Source: an optimization exercise on an open RTL-to-GDS flow (aim: small area, a short achievable clock period and few clock cycles per item). Production flows keep margins and buffers that such runs may drop.
Power is estimated from default activity; no workload was simulated.

==> flow/design.v <==
module frame_encoder #(
    parameter MAX_LEN = 64
) (
    input  wire       clk,
    input  wire       rst,
    input  wire       in_valid,
    output reg        in_ready,
    input  wire [7:0] in_data,
    input  wire       in_last,
    input  wire       in_corrupt,
    output reg        out_valid,
    input  wire       out_ready,
    output reg  [7:0] out_data,
    output reg        out_last
);
    localparam N  = 69;
    localparam PW = 7;
    localparam W_OPEN  = 3'd0;
    localparam W_CODE0 = 3'd1;
    localparam W_DATA  = 3'd2;
    localparam W_T1    = 3'd3;
    localparam W_T2    = 3'd4;
    localparam W_CLOSE = 3'd5;
    localparam R_OPEN  = 2'd0;
    localparam R_CODE0 = 2'd1;
    localparam R_BODY  = 2'd2;
    function [15:0] crc_step(input [15:0] c, input [7:0] b);
        reg [7:0] x;
        begin
            x = c[15:8] ^ b;
            x = x ^ (x >> 4);
            crc_step = (c << 8) ^ ({8'd0, x} << 12) ^ ({8'd0, x} << 5) ^ {8'd0, x};
        end
    endfunction
    reg  [7:0]   r_data [0:N-1];
    reg  [N-1:0] r_flag;
    reg  [PW-1:0] ic;         
    reg          init;        
    reg  [PW-1:0] w_wait;     
    reg  [PW-1:0] r_wait;     
    reg          w_turn;      
    reg          r_turn;      
    reg  [PW-1:0] cnt;        
    reg          c_zero;      
    reg          c_full;      
    reg          c_high;      
    reg          cons;        
    reg          h_valid;
    reg  [7:0]   h_data;
    reg          h_zero;
    reg          h_last;
    reg          h_corrupt;
    reg  [2:0]   w_state;
    reg  [15:0]  crc;
    reg          corrupt;     
    reg          lo_z, hi_z;  
    reg  [1:0]   r_state;
    wire out_free = !out_valid || out_ready;
    wire in_fire  = in_valid && in_ready;
    wire       t_hi   = (w_state == W_T1) ^ !corrupt;
    wire [7:0] t_byte = t_hi ? crc[15:8] : crc[7:0];
    wire       t_zero = t_hi ? hi_z : lo_z;
    wire w_src  = (w_state == W_OPEN || w_state == W_DATA) ? h_valid : 1'b1;
    wire write  = w_turn && !c_full && w_src;
    wire proc   = write && (w_state == W_DATA);    
    reg        w_flag;
    reg  [7:0] w_byte;
    always @* begin
        w_flag = 1'b0;
        w_byte = h_data;
        case (w_state)
            W_DATA:  w_flag = h_zero;
            W_T1, W_T2: begin
                w_flag = t_zero;
                w_byte = t_byte;
            end
            W_CLOSE: begin
                w_flag = 1'b1;
                w_byte = 8'd1;
            end
            default: ;
        endcase
    end
    reg  [2:0] w_state_n;
    always @* begin
        w_state_n = w_state;
        if (write) begin
            case (w_state)
                W_OPEN:  w_state_n = W_CODE0;
                W_CODE0: w_state_n = W_DATA;
                W_DATA:  if (h_last) w_state_n = W_T1;
                W_T1:    w_state_n = W_T2;
                W_T2:    w_state_n = W_CLOSE;
                default: w_state_n = W_OPEN;
            endcase
        end
    end
    wire       s_flag = r_flag[N-2];
    wire [7:0] s_byte = r_data[N-2];
    reg  [127:0] g;           
    reg          fv [0:7][0:127];
    reg  [6:0]   fi [0:7][0:127];
    integer l, k;
    always @* begin
        g = 128'd0;
        for (k = 1; k <= N - 3; k = k + 1)
            g[k] = r_flag[N-3-k];
        for (k = 0; k < 128; k = k + 1) begin
            fv[0][k] = g[k];
            fi[0][k] = 7'd0;
        end
        for (l = 1; l <= 7; l = l + 1)
            for (k = 0; k < (128 >> l); k = k + 1) begin
                fv[l][k] = fv[l-1][2*k] | fv[l-1][2*k+1];
                fi[l][k] = fv[l-1][2*k] ? fi[l-1][2*k]
                                        : (fi[l-1][2*k+1] | (7'd1 << (l-1)));
            end
    end
    reg        gap_found;     
    reg  [6:0] gap_near;      
    wire       found = gap_found || r_flag[0];
    wire [6:0] gap   = gap_found ? gap_near : N - 2;
    wire is_close  = s_flag && s_byte[0];
    wire need_code = (r_state == R_CODE0) || ((r_state == R_BODY) && s_flag && !s_byte[0]);
    wire consume   = r_turn && !c_zero && out_free && (!need_code || found);
    wire          c_up   = write && !consume;
    wire          c_down = !write && consume;
    wire [PW-1:0] cnt_p  = cnt + 1'b1;
    wire [PW-1:0] cnt_m  = cnt - 1'b1;
    wire [PW-1:0] cnt_n  = c_up ? cnt_p : c_down ? cnt_m : cnt;
    wire          zero_n = c_up ? 1'b0 : c_down ? (cnt_m == 0) : c_zero;
    wire          high_n = c_up ? (cnt_p == N - 1) : c_down ? (cnt_m == N - 1) : c_high;
    wire          empty    = c_zero && !write;
    wire [PW-1:0] w_wait_n = (empty || write) ? {PW{1'b0}} :
                             w_turn ? N - 1 : w_wait - 1'b1;
    wire [PW-1:0] r_wait_n = empty ? N - 1 :
                             consume ? {PW{1'b0}} :
                             r_turn ? N - 1 : r_wait - 1'b1;
    wire          w_turn_n = empty || write || (!w_turn && w_wait == 1);
    wire          r_turn_n = !empty && (consume || (!r_turn && r_wait == 1));
    wire          full_n   = c_up ? c_high : c_down ? 1'b0 : c_full;
    wire          h_valid_n = in_fire || (h_valid && !proc);
    wire          proc_n    = (w_state_n == W_DATA) && w_turn_n && !full_n;
    integer i;
    always @(posedge clk) begin
        for (i = 1; i < N; i = i + 1)
            r_data[i] <= r_data[i-1];
        r_data[0] <= write ? w_byte : r_data[N-1];
    end
    always @(posedge clk) begin
        r_flag <= {r_flag[N-2:0],
                   rst ? 1'b0 :
                   write ? w_flag : (r_flag[N-1] && !cons && !init)};
    end
    always @(posedge clk) begin
        if (rst) begin
            ic        <= 0;
            init      <= 1'b1;
            w_wait    <= 0;
            r_wait    <= N - 1;
            w_turn    <= 1'b1;
            r_turn    <= 1'b0;
            cnt       <= 0;
            c_zero    <= 1'b1;
            c_full    <= 1'b0;
            c_high    <= 1'b0;
            cons      <= 1'b0;
            h_valid   <= 1'b0;
            in_ready  <= 1'b1;
            w_state   <= W_OPEN;
            crc       <= 16'hFFFF;
            r_state   <= R_OPEN;
            out_valid <= 1'b0;
            out_data  <= 8'h00;
            out_last  <= 1'b0;
        end else begin
            if (init) ic <= ic + 1'b1;
            if (ic == N - 1) init <= 1'b0;
            w_wait  <= w_wait_n;
            r_wait  <= r_wait_n;
            w_turn  <= w_turn_n;
            r_turn  <= r_turn_n;
            cnt     <= cnt_n;
            c_zero  <= zero_n;
            c_full  <= full_n;
            c_high  <= high_n;
            cons    <= consume;
            gap_found <= fv[7][0];
            gap_near  <= fi[7][0];
            w_state <= w_state_n;
            if (in_ready) begin
                h_data    <= in_data;
                h_zero    <= (in_data == 8'h00);
                h_last    <= in_last;
                h_corrupt <= in_corrupt;
            end
            h_valid  <= h_valid_n;
            in_ready <= !h_valid_n || proc_n;
            if (proc) begin
                crc  <= crc_step(crc, h_data);
                lo_z <= (crc_step(crc, h_data) & 16'h00FF) == 16'h0000;
                hi_z <= (crc_step(crc, h_data) & 16'hFF00) == 16'h0000;
                if (h_last) corrupt <= h_corrupt;
            end
            if (write && w_state == W_CLOSE) crc <= 16'hFFFF;
            if (out_valid && out_ready) out_valid <= 1'b0;
            if (consume) begin
                out_valid <= 1'b1;
                out_last  <= 1'b0;
                case (r_state)
                    R_OPEN: begin
                        out_data <= 8'h00;
                        r_state  <= R_CODE0;
                    end
                    R_CODE0: begin
                        out_data <= {1'b0, gap};
                        r_state  <= R_BODY;
                    end
                    default: begin
                        if (!s_flag) begin
                            out_data <= s_byte;
                        end else if (is_close) begin
                            out_data <= 8'h00;
                            out_last <= 1'b1;
                            r_state  <= R_OPEN;
                        end else begin
                            out_data <= {1'b0, gap};
                        end
                    end
                endcase
            end
        end
    end
endmodule
export LEC_CHECK = 0
export ABC_AREA = 1
export CAP_MARGIN = 20
export CORE_MARGIN = 2
export CORE_UTILIZATION = 40
export CTS_CLUSTER_DIAMETER = 100
export CTS_CLUSTER_SIZE = 24
export PLACE_DENSITY = 0.6
export SETUP_SLACK_MARGIN = 3.5
export SLEW_MARGIN = 20
create_clock -name core_clock -period 6.0 [get_ports {clk}]
run.sh (not shown) runs the stock make flow with config.mk's settings and CLKGATE_MAP_FILE= SYNTH_SCRIPT=/design/flow/synth_recipe.tcl, a recipe that flattens the netlist after the stock synthesis.
Then changed:
--- a/flow/design.v
+++ b/flow/design.v
@@ -41,38 +41,33 @@
     reg          w_turn;      
     reg          r_turn;      
     reg  [PW-1:0] cnt;        
     reg          c_zero;      
     reg          c_full;      
     reg          c_high;      
+    reg          c_ge3;       
     reg          cons;        
-    reg          h_valid;
-    reg  [7:0]   h_data;
-    reg          h_zero;
-    reg          h_last;
-    reg          h_corrupt;
     reg  [2:0]   w_state;
     reg  [15:0]  crc;
     reg          corrupt;     
-    reg          lo_z, hi_z;  
     reg  [1:0]   r_state;
     wire out_free = !out_valid || out_ready;
     wire in_fire  = in_valid && in_ready;
     wire       t_hi   = (w_state == W_T1) ^ !corrupt;
     wire [7:0] t_byte = t_hi ? crc[15:8] : crc[7:0];
-    wire       t_zero = t_hi ? hi_z : lo_z;
-    wire w_src  = (w_state == W_OPEN || w_state == W_DATA) ? h_valid : 1'b1;
-    wire write  = w_turn && !c_full && w_src;
-    wire proc   = write && (w_state == W_DATA);    
+    wire       t_zero = (t_byte == 8'h00);
+    wire w_data = (w_state == W_DATA);
+    wire proc   = in_fire;                         
+    wire write  = w_data ? in_fire : (w_turn && !c_full);
     reg        w_flag;
     reg  [7:0] w_byte;
     always @* begin
         w_flag = 1'b0;
-        w_byte = h_data;
+        w_byte = in_data;
         case (w_state)
-            W_DATA:  w_flag = h_zero;
+            W_DATA:  w_flag = (in_data == 8'h00);
             W_T1, W_T2: begin
                 w_flag = t_zero;
                 w_byte = t_byte;
             end
             W_CLOSE: begin
                 w_flag = 1'b1;
@@ -85,13 +80,13 @@
     always @* begin
         w_state_n = w_state;
         if (write) begin
             case (w_state)
                 W_OPEN:  w_state_n = W_CODE0;
                 W_CODE0: w_state_n = W_DATA;
-                W_DATA:  if (h_last) w_state_n = W_T1;
+                W_DATA:  if (in_last) w_state_n = W_T1;
                 W_T1:    w_state_n = W_T2;
                 W_T2:    w_state_n = W_CLOSE;
                 default: w_state_n = W_OPEN;
             endcase
         end
     end
@@ -119,30 +114,31 @@
     reg        gap_found;     
     reg  [6:0] gap_near;      
     wire       found = gap_found || r_flag[0];
     wire [6:0] gap   = gap_found ? gap_near : N - 2;
     wire is_close  = s_flag && s_byte[0];
     wire need_code = (r_state == R_CODE0) || ((r_state == R_BODY) && s_flag && !s_byte[0]);
-    wire consume   = r_turn && !c_zero && out_free && (!need_code || found);
+    wire r_ready   = (r_state == R_OPEN) ? c_ge3 : !c_zero;
+    wire consume   = r_turn && r_ready && out_free && (!need_code || found);
     wire          c_up   = write && !consume;
     wire          c_down = !write && consume;
     wire [PW-1:0] cnt_p  = cnt + 1'b1;
     wire [PW-1:0] cnt_m  = cnt - 1'b1;
     wire [PW-1:0] cnt_n  = c_up ? cnt_p : c_down ? cnt_m : cnt;
     wire          zero_n = c_up ? 1'b0 : c_down ? (cnt_m == 0) : c_zero;
     wire          high_n = c_up ? (cnt_p == N - 1) : c_down ? (cnt_m == N - 1) : c_high;
+    wire          ge3_n  = c_up ? (cnt_p >= 3) : c_down ? (cnt_m >= 3) : c_ge3;
     wire          empty    = c_zero && !write;
     wire [PW-1:0] w_wait_n = (empty || write) ? {PW{1'b0}} :
                              w_turn ? N - 1 : w_wait - 1'b1;
     wire [PW-1:0] r_wait_n = empty ? N - 1 :
                              consume ? {PW{1'b0}} :
                              r_turn ? N - 1 : r_wait - 1'b1;
     wire          w_turn_n = empty || write || (!w_turn && w_wait == 1);
     wire          r_turn_n = !empty && (consume || (!r_turn && r_wait == 1));
     wire          full_n   = c_up ? c_high : c_down ? 1'b0 : c_full;
-    wire          h_valid_n = in_fire || (h_valid && !proc);
     wire          proc_n    = (w_state_n == W_DATA) && w_turn_n && !full_n;
     integer i;
     always @(posedge clk) begin
         for (i = 1; i < N; i = i + 1)
             r_data[i] <= r_data[i-1];
         r_data[0] <= write ? w_byte : r_data[N-1];
@@ -161,15 +157,15 @@
             w_turn    <= 1'b1;
             r_turn    <= 1'b0;
             cnt       <= 0;
             c_zero    <= 1'b1;
             c_full    <= 1'b0;
             c_high    <= 1'b0;
+            c_ge3     <= 1'b0;
             cons      <= 1'b0;
-            h_valid   <= 1'b0;
-            in_ready  <= 1'b1;
+            in_ready  <= 1'b0;
             w_state   <= W_OPEN;
             crc       <= 16'hFFFF;
             r_state   <= R_OPEN;
             out_valid <= 1'b0;
             out_data  <= 8'h00;
             out_last  <= 1'b0;
@@ -181,29 +177,21 @@
             w_turn  <= w_turn_n;
             r_turn  <= r_turn_n;
             cnt     <= cnt_n;
             c_zero  <= zero_n;
             c_full  <= full_n;
             c_high  <= high_n;
+            c_ge3   <= ge3_n;
             cons    <= consume;
             gap_found <= fv[7][0];
             gap_near  <= fi[7][0];
             w_state <= w_state_n;
-            if (in_ready) begin
-                h_data    <= in_data;
-                h_zero    <= (in_data == 8'h00);
-                h_last    <= in_last;
-                h_corrupt <= in_corrupt;
-            end
-            h_valid  <= h_valid_n;
-            in_ready <= !h_valid_n || proc_n;
+            in_ready <= proc_n;
             if (proc) begin
-                crc  <= crc_step(crc, h_data);
-                lo_z <= (crc_step(crc, h_data) & 16'h00FF) == 16'h0000;
-                hi_z <= (crc_step(crc, h_data) & 16'hFF00) == 16'h0000;
-                if (h_last) corrupt <= h_corrupt;
+                crc  <= crc_step(crc, in_data);
+                if (in_last) corrupt <= in_corrupt;
             end
             if (write && w_state == W_CLOSE) crc <= 16'hFFFF;
             if (out_valid && out_ready) out_valid <= 1'b0;
             if (consume) begin
                 out_valid <= 1'b1;
                 out_last  <= 1'b0;
- clock skew hardly moves
- fmax falls by 1.2%
- core utilization rises by 0.25 points
- synthesized area falls by 3.1%
- power falls by 2.6%
- combinational power falls by 22%
- final cell count falls by 4.1%
- first-iteration DRC count rises by 2.9%
- wire length falls by 1.6%
- non-clock buffer count rises by 5
- clock power rises by about 2%
Function was not checked in any run of this note: the RTL went through the layout flow alone.

## what the ideal ports hide
How much do the figures lean on ideal ports? The routed layouts below were timed once more, with nothing changed but the port constraints.
Step 1 (the two cells are an assumption about what drives the block):
set clk [get_ports {clk}]
set_driving_cell -lib_cell sky130_fd_sc_hd__clkbuf_16 $clk
set_driving_cell -lib_cell sky130_fd_sc_hd__buf_2 [delete_from_list [all_inputs] $clk]
Step 2 times the ports against the registers' clock, not the clock port: input delays grow and output delays shrink by t, the midpoint of the rising clock arrivals with the driver on.
Three values: ideal ports, drivers, drivers and shift; two values: the first two.
| run | t (ns) | setup WS [ns] | worst register clock-pin slew, ns | pins driven straight from the clock port |
|---|---|---|---|---|
| the first run | 0.575 | 3.587 / 3.537 / 3.091 | 0.09 / 0.09 | 1 |
| the second run | 0.595 | 3.558 / 3.509 / 3.038 | 0.09 / 0.09 | 1 |
After both steps every run listed still meets setup and hold. The setup slack of the second run, which loses most, moves by -0.049 ns with the drivers and by -0.520 ns with both steps.
